Source: an optimization exercise on an open RTL-to-GDS flow (aim: small area, a short achievable clock period and few clock cycles). Production flows keep margins and buffers that such runs may drop. Function was checked by simulation only, so behaviour that the tests miss may differ from the original. Power is estimated from default activity; no workload was simulated.

## run 1
## asmemu_cpu
module asmemu_cpu (
    input  wire        clk,
    input  wire        rst,
    output reg         mem_req,
    output reg         mem_we,
    output reg  [15:0] mem_addr,
    output reg  [7:0]  mem_wdata,
    input  wire        mem_ready,
    input  wire [7:0]  mem_rdata,
    output reg         out_valid,
    output reg  [7:0]  out_data,
    output wire        halted,
    output wire        faulted,
    output wire [2:0]  fault_code,
    input  wire [3:0]  dbg_sel,
    output reg  [15:0] dbg_data
);
Size in the first run: ~4100 cells after synthesis, roughly 280 flip-flops, ~71 I/O pins, roughly 26000 sq um of cells after synthesis.
==> flow/config.mk <==
export PLATFORM = sky130hd
export DESIGN_NAME = asmemu_cpu
export DESIGN_NICKNAME = asmemu_cpu
export VERILOG_FILES = /design/flow/design.v
export SDC_FILE = /design/flow/constraint.sdc
export NUM_CORES = 4
export LEC_CHECK = 0
export ABC_AREA = 1
export CAP_MARGIN = 20
export CORE_MARGIN = 2
export CORE_UTILIZATION = 50
export CTS_CLUSTER_DIAMETER = 60
export CTS_CLUSTER_SIZE = 24
export PLACE_DENSITY = 0.65
export SLEW_MARGIN = 20
==> flow/constraint.sdc <==
create_clock -name core_clock -period 14.0 [get_ports {clk}]
set_input_delay 2.8000 -clock core_clock [delete_from_list [all_inputs] [get_ports {clk}]]
set_output_delay 2.8000 -clock core_clock [all_outputs]
set_load 0.01 [all_outputs]
standard.sh (not shown) runs the stock make flow with config.mk's settings and CLKGATE_MAP_FILE= SYNTH_SCRIPT=/design/flow/synth_recipe.tcl, a recipe that flattens the netlist after the stock synthesis.
==> flow/flow/run.sh <==
#!/bin/bash
set -euo pipefail
bash standard.sh SETUP_SLACK_MARGIN=7 "BUFFER_PORTS_ARGS=-buffer_cell sky130_fd_sc_hd__buf_2" finish > standard_flow.log 2>&1
Testbench counts of run 1, summed over its fixed seeds: cycles 125,642.
Changes in run 2 relative to run 1:
Settings: swapping 50 for 30 in CORE_UTILIZATION; swapping 24 for 30 in CTS_CLUSTER_SIZE; swapping 0.65 for 0.5 in PLACE_DENSITY; clearing ABC_AREA, which used to be 1; swapping 60 for 80 in CTS_CLUSTER_DIAMETER.
==> flow/flow/run.sh <==
#!/bin/bash
set -euo pipefail
bash standard.sh SETUP_SLACK_MARGIN=8 "BUFFER_PORTS_ARGS=-buffer_cell sky130_fd_sc_hd__buf_2" finish > standard_flow.log 2>&1
==> comparison <==
Diff run 1 -> run 2 | floorplan row count | up by more than a quarter
Diff run 1 -> run 2: total placed instance area has increased, post-synthesis xor/xnor area fraction shows an increase of 0.77 points.
Looking at instance count on the critical path, run 2 sits 2 lower than run 1 does.
Initial antenna violation count: run 2 < run 1
Run 1 → run 2: routed wire length increased by 16000 microns relative to the old numbers, minimum clock period went down.
Delta (run 2 minus run 1): mapped cell area moved up, final clock period utilization by the worst path moved down.
Run 1 leaves less setup margin than run 2.
A cell with the biggest individual delay on the critical path of mux4_2 is what run 2 shows, while nor3_1 belongs to run 1.
Est. power | run 2 vs run 1 | run 2 lower
> inputs changed (run 2 -> run 3)
Settings: a deleted CTS_CLUSTER_DIAMETER that had been 80; a deleted CTS_CLUSTER_SIZE that had been 30.
==> flow/flow/run.sh <==
#!/bin/bash
set -euo pipefail
bash standard.sh SETUP_SLACK_MARGIN=7 finish > standard_flow.log 2>&1
--- outcome ---
- Run 3 vs. run 2: power density over the cells was more or less identical, power dissipated in sequential cells has remained practically unchanged.
- Of run 3 and run 2, the higher layout-stage area growth over the synthesis result belongs to run 2.
- Count of buffers not belonging to the clock network in the layout, run 3 and run 2, lower one = run 3.
diff inputs: run 3 => run 4
Settings: PLACE_DENSITY now 0.6, was 0.5; CORE_UTILIZATION now 45, was 30; ABC_AREA now 1, previously not set.
==> flow/flow/run.sh <==
#!/bin/bash
set -euo pipefail
bash standard.sh SETUP_SLACK_MARGIN=7 \
  "BUFFER_PORTS_ARGS=-buffer_cell sky130_fd_sc_hd__buf_2" \
  "CTS_ARGS=-sink_clustering_enable -repair_clock_nets -sink_clustering_size 26 -sink_clustering_max_diameter 80 -dont_use_dummy_load" \
  finish > standard_flow.log 2>&1
Findings:
On worst setup margin: run 4 sits below run 3. In the reports for run 3 and run 4, the smaller final critical delay including setup and external delays belongs to run 3. Mapped cell area | run 4 below run 3. Area of all placed cells without fillers | run 4 below run 3. Run 4 vs run 3: horizontal extent of the die down in run 4. Run 4 vs. run 3: last weighted congestion value of the routability-driven placer +about 7%; proportion of cell area spent on the clock network -1.8 points.
Input-level comparison between run 5 and run 4:
Settings: an added CTS_CLUSTER_DIAMETER of 60; an added CTS_CLUSTER_SIZE of 24.
==> flow/flow/run.sh <==
#!/bin/bash
set -euo pipefail
bash standard.sh SETUP_SLACK_MARGIN=7 "BUFFER_PORTS_ARGS=-buffer_cell sky130_fd_sc_hd__buf_2" finish > standard_flow.log 2>&1
Results
Routed wire length on met2, run 5 and run 4, higher one = run 5. Run 4 has a lower total track usage than run 5. In the final reports, the cell area of run 5 is larger than that of run 4. NOTE maximum frequency run 4->run 5 increased slightly. Total clock buffers created by CTS ends up higher on run 5. Run 5 consumes more power than run 4 does. Max post-cts sizing count across run 5 and run 4: run 5. The lower portion of the clock cycle consumed by the worst path in the final layout of run 5 and run 4 is in run 5. Comparing run 5 with run 4, the via count of the first global-routing pass came out essentially unchanged. Relative to run 4, run 5 improves shortest period the worst path allows.

========
P:
asmemu_cpu again, from the RTL that the note above started with.
==> flow/config.mk <==
export PLATFORM = sky130hd
export DESIGN_NAME = asmemu_cpu
export DESIGN_NICKNAME = asmemu_cpu
export VERILOG_FILES = /design/flow/design.v
export SDC_FILE = /design/flow/constraint.sdc
export NUM_CORES = 4
export LEC_CHECK = 0
export CAP_MARGIN = 20
export CORE_MARGIN = 2
export CORE_UTILIZATION = 30
export CTS_CLUSTER_DIAMETER = 60
export CTS_CLUSTER_SIZE = 24
export PLACE_DENSITY = 0.5
export SLEW_MARGIN = 20
==> flow/constraint.sdc <==
create_clock -name core_clock -period 14.0 [get_ports {clk}]
set_input_delay 2.8000 -clock core_clock [delete_from_list [all_inputs] [get_ports {clk}]]
set_output_delay 2.8000 -clock core_clock [all_outputs]
set_load 0.01 [all_outputs]
==> flow/flow/run.sh <==
#!/bin/bash
set -euo pipefail
bash standard.sh SETUP_SLACK_MARGIN=7 "BUFFER_PORTS_ARGS=-buffer_cell sky130_fd_sc_hd__buf_2" finish > standard_flow.log 2>&1
In summary, P completed successfully, with a layout that passed the timing, design-rule and antenna checks.
Testbench counts of P, summed over its fixed seeds: cycles 125,642.
Changes in Q relative to P:
# P
export LEC_CHECK = 0
export CAP_MARGIN = 20
export CORE_MARGIN = 2
export CORE_UTILIZATION = 30
export CTS_CLUSTER_DIAMETER = 60
export CTS_CLUSTER_SIZE = 24
export PLACE_DENSITY = 0.5
export SLEW_MARGIN = 20
create_clock -name core_clock -period 14.0 [get_ports {clk}]
# Q
export LEC_CHECK = 0
export ABC_AREA = 1
export CAP_MARGIN = 20
export CORE_MARGIN = 2
export CORE_UTILIZATION = 50
export PLACE_DENSITY = 0.65
export SLEW_MARGIN = 20
create_clock -name core_clock -period 14.0 [get_ports {clk}]
==> flow/flow/run.sh <==
#!/bin/bash
set -euo pipefail
bash standard.sh SETUP_SLACK_MARGIN=7 \
  "BUFFER_PORTS_ARGS=-buffer_cell sky130_fd_sc_hd__buf_2" \
  "CTS_ARGS=-sink_clustering_enable -repair_clock_nets -sink_clustering_size 32 -sink_clustering_max_diameter 100 -dont_use_dummy_load" \
  finish > standard_flow.log 2>&1
## What came out
Of Q and P, P shows the higher slew at the pin closest to its max-slew limit, with Q below it. Kind of critical path = flip-flop to output port: P; kind of critical path = primary input to output port: Q. A beginning of the critical path of fmt[1] is what P shows, while dbg_sel[2] belongs to Q. Where final critical path time including I/O delays and setup is concerned, P is better than Q. On initial antenna violation count: Q sits above P. Wire: Q routes less than P.
Relative to Q, the following input files were edited for R:
-- flow/flow/run.sh --
<<< Q, line 5
  "CTS_ARGS=-sink_clustering_enable -repair_clock_nets -sink_clustering_size 32 -sink_clustering_max_diameter 100 -dont_use_dummy_load" \
>>> R, line 5
  "CTS_ARGS=-sink_clustering_enable -repair_clock_nets -sink_clustering_size 26 -sink_clustering_max_diameter 80 -dont_use_dummy_load" \
## What came out
- Clock network power deteriorates in R relative to Q.
- From Q to R, flip-flop and latch count did not move at all.
- The setup slack in R was higher than what Q gave.
- R reached the final stage; the timing, design-rule and antenna checks on its layout passed.
- The power dissipated in sequential cells on Q is in line with that on R.
- Number of fill cells of Q is on par with R.
- [compare] base=Q new=R: total power grew by 0.10 mW, net switching power rose 0.52%.

-- static timing again, ports no longer ideal --
In the flow no input, the clock included, has a driving cell. The finished layouts below were timed again as built, in two steps. Step 1: set_driving_cell puts a clkbuf_16 on clk and a buf_2 on each other input, an assumption about the parent block. Step 2 adds t to the input delays and takes it off the output delays; t is the mean of the earliest and latest rising clock arrival at the registers after step 1. Input paths then give back, and output paths get back, about the clock's delay inside the block. Three values: ideal, step 1, step 2; two values: the first two.
run | shift t [ns] | setup WS [ns] | worst register clock-pin slew, ns | cell pins on the clock port's net
run 1 | 0.633 | 6.890 / 6.818 / 6.658 | 0.08 / 0.08 | 1
run 2 | 0.656 | 7.022 / 6.956 / 6.843 | 0.12 / 0.12 | 1
run 3 | 0.633 | 6.899 / 6.834 / 6.544 | 0.07 / 0.07 | 1
run 4 | 0.645 | 6.871 / 6.801 / 6.548 | 0.10 / 0.10 | 1
run 5 | 0.637 | 6.929 / 6.862 / 6.590 | 0.09 / 0.09 | 1
P | 0.634 | 6.957 / 6.889 / 6.689 | 0.09 / 0.09 | 1
Q | 0.621 | 6.879 / 6.809 / 6.648 | 0.12 / 0.12 | 1
R | 0.642 | 6.893 / 6.824 / 6.679 | 0.10 / 0.10 | 1
After both steps every run listed still meets setup and hold. The setup slack of run 3, which loses most, moves by -0.065 ns with the drivers and by -0.355 ns with both steps.
